Background: an optimization exercise with open tools, aiming at small area. Do not read the settings as production practice.
The RTL was checked by simulation tests, not by an equivalence proof against the original design.
Power figures rest on the tool's default switching activity, not on a simulated workload.

==> design/flow/design.v <==
module stepper_sequencer (
    input  wire        clk,
    input  wire        rst,           
    input  wire        cmd_valid,
    output wire        cmd_ready,
    input  wire [47:0] cmd,
    output wire        rsp_valid,
    output reg  [39:0] rsp,
    output reg         ser_latch,
    output reg         ser_data,
    output reg         ser_clk,
    output wire [7:0]  duty_a1,
    output wire [7:0]  duty_b1,
    output wire [7:0]  duty_a2,
    output wire [7:0]  duty_b2,
    output wire        delay_req,
    output wire [31:0] delay_ms,
    input  wire        delay_ack
);
    localparam [3:0] OP_NEW      = 4'd1;
    localparam [3:0] OP_SETSPEED = 4'd2;
    localparam [3:0] OP_ONESTEP  = 4'd3;
    localparam [3:0] OP_STEP     = 4'd4;
    localparam [3:0] OP_RELEASE  = 4'd5;
    localparam [3:0] OP_LATCHW   = 4'd6;
    localparam [2:0] ST_SINGLE     = 3'd1;
    localparam [2:0] ST_DOUBLE     = 3'd2;
    localparam [2:0] ST_INTERLEAVE = 3'd3;
    localparam [2:0] ST_MICROSTEP  = 3'd4;
    localparam [2:0] DIR_FWD = 3'd1;
    localparam [2:0] DIR_BWD = 3'd2;
    localparam [1:0] S_CONFIG = 2'd1;
    localparam [1:0] S_ARITH  = 2'd2;
    localparam [2:0] C_BAD_ENCODING    = 3'd1;
    localparam [2:0] C_BAD_PORT        = 3'd2;
    localparam [2:0] C_NOT_CONSTRUCTED = 3'd3;
    localparam [2:0] C_BAD_DIRECTION   = 3'd4;
    localparam [2:0] C_BAD_STYLE       = 3'd5;
    localparam [2:0] C_DIV_BY_ZERO     = 3'd1;
    localparam [25:0] SIXTY_MILLION = 26'd60000000;
    localparam [4:0] F_IDLE      = 5'd0;
    localparam [4:0] F_DECODE    = 5'd1;
    localparam [4:0] F_MUL       = 5'd2;
    localparam [4:0] F_DIV       = 5'd3;
    localparam [4:0] F_DIV_START = 5'd4;
    localparam [4:0] F_STEP_INIT = 5'd5;
    localparam [4:0] F_STEP_LOOP = 5'd6;
    localparam [4:0] F_CORE      = 5'd7;
    localparam [4:0] F_TX        = 5'd8;
    localparam [4:0] F_PWM_A     = 5'd9;
    localparam [4:0] F_PWM_B     = 5'd10;
    localparam [4:0] F_PACE      = 5'd11;
    localparam [4:0] F_PACE_X    = 5'd12;
    localparam [4:0] F_RESP      = 5'd13;
    reg [4:0]  state;
    reg [47:0] cmd_r;
    reg [7:0]  latch_word;
    reg        ctx_valid [1:2];
    reg [31:0] ctx_spr   [1:2];
    reg [5:0]  ctx_pos   [1:2];
    reg [25:0] ctx_usps  [1:2];
    reg [10:0] ctx_rem   [1:2];
    reg [7:0]  ctx_ocra  [1:2];
    reg [7:0]  ctx_ocrb  [1:2];
    reg [4:0]  tx_cnt;          
    reg        after_tx_pwm;    
    reg        in_step;         
    reg [7:0]  new_ocra;
    reg [7:0]  new_ocrb;
    reg [35:0] step_n;          
    reg [25:0] step_us;         
    reg [63:0] prod;            
    reg [25:0] div_rem;
    reg [25:0] div_quo;
    reg [4:0]  div_bit;
    reg [10:0] pace_rem;        
    wire [3:0]  f_op    = cmd_r[47:44];
    wire [2:0]  f_port  = cmd_r[43:41];
    wire [2:0]  f_dir   = cmd_r[40:38];
    wire [2:0]  f_style = cmd_r[37:35];
    wire [2:0]  f_rsv   = cmd_r[34:32];
    wire [31:0] f_imm   = cmd_r[31:0];
    wire        port_ok  = (f_port == 3'd1) || (f_port == 3'd2);
    wire        port_sel = (f_port == 3'd2);      
    wire [1:0]  pidx     = port_sel ? 2'd2 : 2'd1;
    wire        dir_ok   = (f_dir == DIR_FWD) || (f_dir == DIR_BWD);
    wire        style_ok = (f_style >= ST_SINGLE) && (f_style <= ST_MICROSTEP);
    reg enc_ok;
    always @(*) begin
        case (f_op)
            OP_NEW, OP_SETSPEED: enc_ok = (f_dir == 3'd0) && (f_style == 3'd0) && (f_rsv == 3'd0);
            OP_ONESTEP:          enc_ok = (f_rsv == 3'd0) && (f_imm == 32'd0);
            OP_STEP:             enc_ok = (f_rsv == 3'd0);
            OP_RELEASE:          enc_ok = (f_dir == 3'd0) && (f_style == 3'd0) && (f_rsv == 3'd0) && (f_imm == 32'd0);
            OP_LATCHW:           enc_ok = (f_port == 3'd0) && (f_dir == 3'd0) && (f_style == 3'd0) && (f_rsv == 3'd0) && (f_imm[31:16] == 16'd0);
            default:             enc_ok = 1'b0;
        endcase
    end
    reg        err;
    reg [1:0]  err_status;
    reg [2:0]  err_cause;
    always @(*) begin
        err        = 1'b1;
        err_status = S_CONFIG;
        err_cause  = 3'd0;
        if (!enc_ok)
            err_cause = C_BAD_ENCODING;
        else if (f_op == OP_LATCHW)
            err = 1'b0;
        else if (!port_ok)
            err_cause = C_BAD_PORT;
        else if (f_op != OP_NEW && !ctx_valid[pidx])
            err_cause = C_NOT_CONSTRUCTED;
        else if ((f_op == OP_ONESTEP || f_op == OP_STEP) && !dir_ok)
            err_cause = C_BAD_DIRECTION;
        else if ((f_op == OP_ONESTEP || f_op == OP_STEP) && !style_ok)
            err_cause = C_BAD_STYLE;
        else
            err = 1'b0;
    end
    function [7:0] curve;
        input [4:0] i;
        begin
            case (i)
                5'd0:  curve = 8'd0;
                5'd1:  curve = 8'd25;
                5'd2:  curve = 8'd50;
                5'd3:  curve = 8'd74;
                5'd4:  curve = 8'd98;
                5'd5:  curve = 8'd120;
                5'd6:  curve = 8'd141;
                5'd7:  curve = 8'd162;
                5'd8:  curve = 8'd180;
                5'd9:  curve = 8'd197;
                5'd10: curve = 8'd212;
                5'd11: curve = 8'd225;
                5'd12: curve = 8'd236;
                5'd13: curve = 8'd244;
                5'd14: curve = 8'd250;
                5'd15: curve = 8'd253;
                default: curve = 8'd255;
            endcase
        end
    endfunction
    function [3:0] phase8;
        input [2:0] k;
        begin
            case (k)
                3'd0: phase8 = 4'b0001;   
                3'd1: phase8 = 4'b0011;   
                3'd2: phase8 = 4'b0010;   
                3'd3: phase8 = 4'b0110;   
                3'd4: phase8 = 4'b0100;   
                3'd5: phase8 = 4'b1100;   
                3'd6: phase8 = 4'b1000;   
                default: phase8 = 4'b1001;   
            endcase
        end
    endfunction
    function [7:0] enbits;
        input       p2;
        input [3:0] s;
        begin
            if (!p2)
                enbits = {3'b000, s[3], s[2], s[0], s[1], 1'b0};         
            else
                enbits = {s[2], s[3], s[0], 4'b0000, s[1]};              
        end
    endfunction
    wire [7:0] pmask = port_sel ? 8'hE1 : 8'h1E;
    wire [5:0] cur_pos = ctx_pos[pidx];
    wire       idx_odd = cur_pos[3];
    reg [5:0] delta;
    always @(*) begin
        case (f_style)
            ST_SINGLE:     delta = idx_odd ? 6'd8  : 6'd16;
            ST_DOUBLE:     delta = idx_odd ? 6'd16 : 6'd8;
            ST_INTERLEAVE: delta = 6'd8;
            default:       delta = 6'd1;
        endcase
    end
    wire [5:0] next_pos = (f_dir == DIR_FWD) ? cur_pos + delta : cur_pos - delta;
    wire [1:0] nq   = next_pos[5:4];
    wire [3:0] noff = next_pos[3:0];
    wire [7:0] duty_lo = curve({1'b0, noff});
    wire [7:0] duty_hi = curve(5'd16 - {1'b0, noff});
    wire [7:0] next_ocra = nq[0] ? duty_lo : duty_hi;
    wire [7:0] next_ocrb = nq[0] ? duty_hi : duty_lo;
    wire [3:0] next_set = (f_style == ST_MICROSTEP) ? phase8({nq, 1'b1}) : phase8(next_pos[5:3]);
    wire [7:0] next_latch = (latch_word & ~pmask) | enbits(port_sel, next_set);
    wire [25:0] us_ms   = step_us / 26'd1000;
    wire [25:0] us_mod  = step_us % 26'd1000;
    wire [9:0]  us_frac = us_mod[9:0];
    wire tail_more = (f_style == ST_MICROSTEP) && (cur_pos != 6'd0) && (cur_pos != 6'd16);
    wire [25:0] div_shift = {div_rem[24:0], SIXTY_MILLION[div_bit]};
    wire        div_ge    = {38'd0, div_shift} >= prod;
    assign cmd_ready = (state == F_IDLE);
    assign rsp_valid = (state == F_RESP);
    assign delay_req = (state == F_PACE) || (state == F_PACE_X);
    assign delay_ms  = (state == F_PACE_X) ? 32'd1 : {6'd0, us_ms};
    assign duty_a1 = ctx_ocra[1];
    assign duty_b1 = ctx_ocrb[1];
    assign duty_a2 = ctx_ocra[2];
    assign duty_b2 = ctx_ocrb[2];
    integer i;
    always @(posedge clk) begin
        if (rst) begin
            state        <= F_IDLE;
            cmd_r        <= 48'd0;
            latch_word   <= 8'd0;
            for (i = 1; i <= 2; i = i + 1) begin
                ctx_valid[i] <= 1'b0;
                ctx_spr[i]   <= 32'd0;
                ctx_pos[i]   <= 6'd0;
                ctx_usps[i]  <= 26'd0;
                ctx_rem[i]   <= 11'd0;
                ctx_ocra[i]  <= 8'd0;
                ctx_ocrb[i]  <= 8'd0;
            end
            tx_cnt       <= 5'd0;
            after_tx_pwm <= 1'b0;
            in_step      <= 1'b0;
            new_ocra     <= 8'd0;
            new_ocrb     <= 8'd0;
            step_n       <= 36'd0;
            step_us      <= 26'd0;
            prod         <= 64'd0;
            div_rem      <= 26'd0;
            div_quo      <= 26'd0;
            div_bit      <= 5'd0;
            pace_rem     <= 11'd0;
            ser_latch    <= 1'b0;
            ser_data     <= 1'b0;
            ser_clk      <= 1'b0;
            rsp          <= 40'd0;
        end else begin
            case (state)
                F_IDLE: begin
                    if (cmd_valid) begin
                        cmd_r <= cmd;
                        state <= F_DECODE;
                    end
                end
                F_DECODE: begin
                    rsp <= 40'd0;
                    if (err) begin
                        rsp   <= {err_status, err_cause, 35'd0};
                        state <= F_RESP;
                    end else begin
                        case (f_op)
                            OP_NEW: begin
                                ctx_valid[pidx] <= 1'b1;
                                ctx_spr[pidx]   <= f_imm;
                                ctx_pos[pidx]   <= 6'd0;
                                ctx_usps[pidx]  <= 26'd0;
                                ctx_rem[pidx]   <= 11'd0;
                                state           <= F_RESP;
                            end
                            OP_SETSPEED: begin
                                state <= F_MUL;
                            end
                            OP_ONESTEP: begin
                                in_step <= 1'b0;
                                state   <= F_CORE;
                            end
                            OP_STEP: begin
                                in_step <= 1'b1;
                                state   <= F_STEP_INIT;
                            end
                            OP_RELEASE: begin
                                latch_word   <= latch_word & ~pmask;
                                new_ocra     <= 8'd0;
                                new_ocrb     <= 8'd0;
                                after_tx_pwm <= 1'b1;
                                in_step      <= 1'b0;
                                tx_cnt       <= 5'd0;
                                state        <= F_TX;
                            end
                            default: begin   
                                latch_word   <= (latch_word & ~f_imm[15:8]) | (f_imm[7:0] & f_imm[15:8]);
                                after_tx_pwm <= 1'b0;
                                in_step      <= 1'b0;
                                tx_cnt       <= 5'd0;
                                state        <= F_TX;
                            end
                        endcase
                    end
                end
                F_MUL: begin
                    prod <= ctx_spr[pidx] * f_imm;
                    state <= F_DIV_START;
                end
                F_DIV_START: begin
                    if (prod == 64'd0) begin
                        rsp   <= {S_ARITH, C_DIV_BY_ZERO, 35'd0};
                        state <= F_RESP;
                    end else begin
                        div_rem <= 26'd0;
                        div_quo <= 26'd0;
                        div_bit <= 5'd25;
                        state   <= F_DIV;
                    end
                end
                F_DIV: begin
                    if (div_ge) begin
                        div_rem <= div_shift - prod[25:0];
                        div_quo[div_bit] <= 1'b1;
                    end else begin
                        div_rem <= div_shift;
                    end
                    if (div_bit == 5'd0) begin
                        ctx_usps[pidx] <= {div_quo[25:1], div_ge};
                        ctx_rem[pidx]  <= 11'd0;
                        state          <= F_RESP;
                    end else begin
                        div_bit <= div_bit - 5'd1;
                    end
                end
                F_STEP_INIT: begin
                    case (f_style)
                        ST_INTERLEAVE: begin
                            step_us <= ctx_usps[pidx] >> 1;
                            step_n  <= {4'd0, f_imm};
                        end
                        ST_MICROSTEP: begin
                            step_us <= ctx_usps[pidx] >> 4;
                            step_n  <= {f_imm, 4'd0};
                        end
                        default: begin
                            step_us <= ctx_usps[pidx];
                            step_n  <= {4'd0, f_imm};
                        end
                    endcase
                    state <= F_STEP_LOOP;
                end
                F_STEP_LOOP: begin
                    if (step_n != 36'd0) begin
                        step_n <= step_n - 36'd1;
                        state  <= F_CORE;
                    end else if (tail_more) begin
                        state  <= F_CORE;
                    end else begin
                        state  <= F_RESP;
                    end
                end
                F_CORE: begin
                    ctx_pos[pidx] <= next_pos;
                    latch_word    <= next_latch;
                    new_ocra      <= next_ocra;
                    new_ocrb      <= next_ocrb;
                    after_tx_pwm  <= 1'b1;
                    tx_cnt        <= 5'd0;
                    if (!in_step)
                        rsp <= {34'd0, next_pos};
                    state         <= F_TX;
                end
                F_TX: begin
                    if (tx_cnt == 5'd0) begin
                        ser_latch <= 1'b0;
                    end else if (tx_cnt == 5'd1) begin
                        ser_data <= 1'b0;
                    end else if (tx_cnt == 5'd26) begin
                        ser_latch <= 1'b1;
                    end else begin
                        case ((tx_cnt - 5'd2) % 3)
                            0: ser_clk  <= 1'b0;
                            1: ser_data <= latch_word[7 - ((tx_cnt - 5'd2) / 3)];
                            default: ser_clk <= 1'b1;
                        endcase
                    end
                    if (tx_cnt == 5'd26) begin
                        if (after_tx_pwm)
                            state <= F_PWM_A;
                        else
                            state <= F_RESP;
                    end else begin
                        tx_cnt <= tx_cnt + 5'd1;
                    end
                end
                F_PWM_A: begin
                    ctx_ocra[pidx] <= new_ocra;
                    state          <= F_PWM_B;
                end
                F_PWM_B: begin
                    ctx_ocrb[pidx] <= new_ocrb;
                    if (in_step) begin
                        pace_rem <= ctx_rem[pidx] + {1'b0, us_frac};
                        state    <= F_PACE;
                    end else begin
                        state    <= F_RESP;
                    end
                end
                F_PACE: begin
                    if (delay_ack) begin
                        if (pace_rem > 11'd1000) begin
                            state <= F_PACE_X;
                        end else begin
                            ctx_rem[pidx] <= pace_rem;
                            state         <= F_STEP_LOOP;
                        end
                    end
                end
                F_PACE_X: begin
                    if (delay_ack) begin
                        ctx_rem[pidx] <= pace_rem - 11'd1000;
                        state         <= F_STEP_LOOP;
                    end
                end
                F_RESP: begin
                    state <= F_IDLE;
                end
                default: state <= F_IDLE;
            endcase
        end
    end
endmodule
==> design/flow/run.sh <==
#!/bin/bash
# synth_recipe.tcl (not shown) runs the flow's synth.tcl, then flattens the netlist and writes it again
# the make line also repeats each setting of config.mk as NAME=value (left out here)
make -C /OpenROAD-flow-scripts/flow DESIGN_CONFIG=/design/flow/config.mk WORK_HOME=/design/flow/orfs CLKGATE_MAP_FILE= SYNTH_SCRIPT=/design/flow/synth_recipe.tcl finish
==> design/flow/config.mk <==
export PLATFORM = sky130hd
export DESIGN_NAME = stepper_sequencer
export DESIGN_NICKNAME = stepper_sequencer
export VERILOG_FILES = /design/flow/design.v
export SDC_FILE = /design/flow/constraint.sdc
export NUM_CORES = 4
export LEC_CHECK = 0
export CAP_MARGIN = 20
export CORE_MARGIN = 2
export CORE_UTILIZATION = 40
export SLEW_MARGIN = 20
==> design/flow/constraint.sdc <==
create_clock -name core_clock -period 22.0 [get_ports {clk}]
set_input_delay 4.4000 -clock core_clock [delete_from_list [all_inputs] [get_ports {clk}]]
set_output_delay 4.4000 -clock core_clock [all_outputs]
set_load 0.01 [all_outputs]
==> reports/qor.yml <==
hold_buffers: 0
min_period_ns: 19.11
critical_path_required_ns: 17.60
numCtsBuffers: 56
drc_errors: 0
antenna_found_initial: 2
path_depth: 39
timing.final.hold_violations: 0
synthFlopType: "dfxtp_1"
end_kind: "output pin"
htree_levels: 2
io_buffers: 117
synth.top_cells.by_count: "nand2_1 (1,518), inv_1 (1,063), fa_1 (899), a21oi_1 (410), clkbuf_1 (408)"
grt.total_usage_pct: 22.2
hold_ws_ns: 0.450
grt_pass1_wl_um: 276000
ys_async_sr_fraction_pct: 0
critPathLaunch: "step_us[25]$_SDFFE_PP0P_"
tightest_slew_ns: 1.11
switching_share_pct: 50.8
dp_hpwl_um: 122000
drt_iter0_markers: 3390
synth.most_common_cell: "nand2_1"
die_h_um: 393
setup_viol: 0
synth_seq_cells: 473
synthSimpleGateAreaFrac_pct: 19.7
max_freq_mhz: 52.3
status: "finished clean"
pwr-share-seq_pct: 14.9
r2r_start: "step_us[25]$_SDFFE_PP0P_"
met1_usage_pct: 29.9
finalWirelength_um: 167000
post_cts.repair.setup_buffers: 0
muxShareOfSynthArea_pct: 1.36
synth.top_cell.area_share_pct: 29.7
die_area_um2: 154000
grtUsageMet2_pct: 37.7
fin_util_pct: 43.4
netlist_area_um2: 60500
ant_nets: 0
peakVddDrop_uv: 138
cpPeakStageDelay_ns: 0.85
critical_path_buf_inv_count: 2
synth-xor-area-share_pct: 2.23
num_antenna_cells: 0
hold_class: "flop to flop"
vias_per_cell: 5.28
crit_fanout: 27
fp.dieW_um: 393
yosysTopAreaCell: "fa_1"
cts_sinks: 473
synth_compound_area_share_pct: 12.8
p_leak_nw: 30.0
io_pins: 162
wl_per_cell_um: 18.1
grt-ovfl-total: 0
clk_latency_ns: 0.68
start_util_pct: 40.3
stdcell_count: 9235
fin_nets: 8454
post_cts_resized: 0
cap_violations: 0
maxSlewViolCount: 0
clock_skew_ns: 0.0399
grt_max_degree: 94
combPwrFrac_pct: 71.2
grt_pass1_vias: 50486
power.share.clock_pct: 13.9
regToRegSetupSlack_ns: 6.47
fin_crit_sh_pct: 86.9
rsz0062_at_grt: "no"
syn2layout_area_growth_pct: 7.70
use_met3_pct: 2.51
vias: 48717
power.total_mw: 6.97
synthCells: 7337
finalSetupTns_ns: 0
cts_max_path_buffers: 3
critical_path.startpoint_type: "flop"
grt.busiest_layer: "met2"
syn_avg_cell_area_um2: 8.25
cts_root_buffer: "clkbuf_16"
num_rows: 142
synth-edff-count: 92
dp_cells: 9129
layout-drive-gt1-share_pct: 4.74
synth_adder_area_share_pct: 36.7
gp_congestion: 0.843
net-switching-power_mw: 3.54
slowest_stage: "dfxtp_1"
reg2reg_depth: 50
r2r_end: "pace_rem[10]$_SDFFE_PP0P_"
synth_top_family_by_area: "adder cells"
synth_cell_type_count: 133
cp_top_family: "compound AO/OA/AOI/OAI gates"
firstDrtPassIters: 5
synth_seq_area_share_pct: 17.2
ys_warn_count: 1
cts_tree: "yes"
crit_type: "flop to output pin"
pwr_density_cell_nw_per_um2: 107
power.internal_mw: 3.43
coreArea_um2: 150000
critPathArrivalTime_ns: 14.71
fill_cells: 14972
endpoint: "delay_ms[0]"
slew_headroom_pct: 25.2
clkTransAtPathRegs_ns: 0.06
ys_top_cells_by_area: "fa_1 (30%), dfxtp_1 (13%), nand2_1 (9.4%)"
[state kept, by name (all words and copies together) (netlist names), 2 cells and up, named ones only]
register / cells
div_quo: 25
state: 4
step_us: 26
div_bit: 5
new_ocrb: 8
pace_rem: 11
rsp: 11
prod: 64
div_rem: 25
ctx_valid: 2
tx_cnt: 5
ctx_ocra: 16
ctx_rem: 22
cmd_r: 48
ctx_spr: 64
ctx_ocrb: 16
ctx_usps: 52
new_ocra: 8
ctx_pos: 12
step_n: 36
[cells by family after synthesis]
family / Yosys count
AND/OR/NAND/NOR: 2680
buffers and inverters: 1558
adder cells (fa/ha/maj): 1236
AO/OA/AOI/OAI: 1164
flip-flops: 473
XOR/XNOR: 147
multiplexers: 78
other: 1
[worst min path at each step]
stage          slack, ns  depth (start not counted)                           to                        start
2_1_floorplan       0.43                          2        prod[59]$_SDFFE_PP0P_        prod[59]$_SDFFE_PP0P_
3_3_place_gp        0.44                          2        prod[54]$_SDFFE_PP0P_        prod[54]$_SDFFE_PP0P_
5_1_grt             0.47                          2  ctx_spr[2][23]$_SDFFE_PP0P_  ctx_spr[2][23]$_SDFFE_PP0P_
3_5_place_dp        0.45                          2   ctx_spr[2][1]$_SDFFE_PP0P_   ctx_spr[2][1]$_SDFFE_PP0P_
4_1_cts             0.45                          2        prod[37]$_SDFFE_PP0P_        prod[37]$_SDFFE_PP0P_
6_report            0.45                          2        prod[37]$_SDFFE_PP0P_        prod[37]$_SDFFE_PP0P_
[metal layers]
layer	wire (um)	vias up	share of wire, %
met5	0	-	0
met4	4140	0	2.5
met2	80700	1113	48
met1	73800	24440	44
met3	8110	224	4.9
li1	-	22940	-
[worst min-delay path, cell delays in order (launching register included)]
cell and delay, ns:
dfxtp_1 0.30, nand2_1 0.05, a21oi_1 0.05
[layout by cell type, fill, tap and decap left out, types with 98 or more instances in the layout]
cell	instances
a21oi_1	410
and2_1	315
buf_4	108
clkdlybuf4s50_1	116
dfxtp_1	369
fa_1	899
ha_1	332
inv_1	1063
nand2_1	1509
nor2_1	390
nor3_1	100
o21ai_0	176
xnor2_1	98
[final cells by class]
class / instances / area (um^2) / share of cell area (%)
Clock inverter: 28 / 334 / 0.512
Tap cell: 2016 / 2520 / 3.87
Sequential cell: 473 / 10400 / 16.0
Multi-Input combinational cell: 5349 / 44300 / 68.0
Timing Repair Buffer: 225 / 1990 / 3.05
Inverter: 1066 / 4000 / 6.14
Clock buffer: 78 / 1610 / 2.46
[per-stage QoR]
stage / worst slack [ns] / instance area [um^2]
after floorplan: 6.92 / 60700
after global placement: 3.47 / 63200
after detailed placement: 3.67 / 63200
after CTS: 2.94 / 65200
after global routing: 1.74 / 65200
final: 2.89 / 65200
[power by group through the flow]
stage / Combinational [mW] / Sequential (mW) / Clock [mW]
after floorplan: 3.69 / 0.997 / 0
after global placement: 4.93 / 1.06 / 0
after detailed placement: 4.95 / 1.06 / 0
after CTS: 5.00 / 1.04 / 0.995
after global routing: 5.66 / 1.05 / 1.03
final: 4.96 / 1.04 / 0.969

[static timing again, ports no longer ideal]
The flow's constraints put no driver on any port. The routed layout listed below was extracted and timed again, unchanged, in two steps. Step 1: set_driving_cell puts a clkbuf_16 on clk and a buf_2 on each other input, an assumption about the parent block. Step 2 moves the port delays by t, midway between the first and last clock arrival at a register: inputs arrive t later, outputs are due t later. That takes back most of the time a late clock gives input paths. Slacks: ideal / step 1 / step 2; pairs: ideal / step 1.
t (ns): 0.744
setup WS [ns]: 2.890 / 2.807 / 3.550
latest minus earliest clock arrival (ns): 0.041 / 0.041
After both steps setup and hold are still met in this run. The setup slack of this run moves by -0.083 ns with the drivers and by +0.660 ns with both steps.
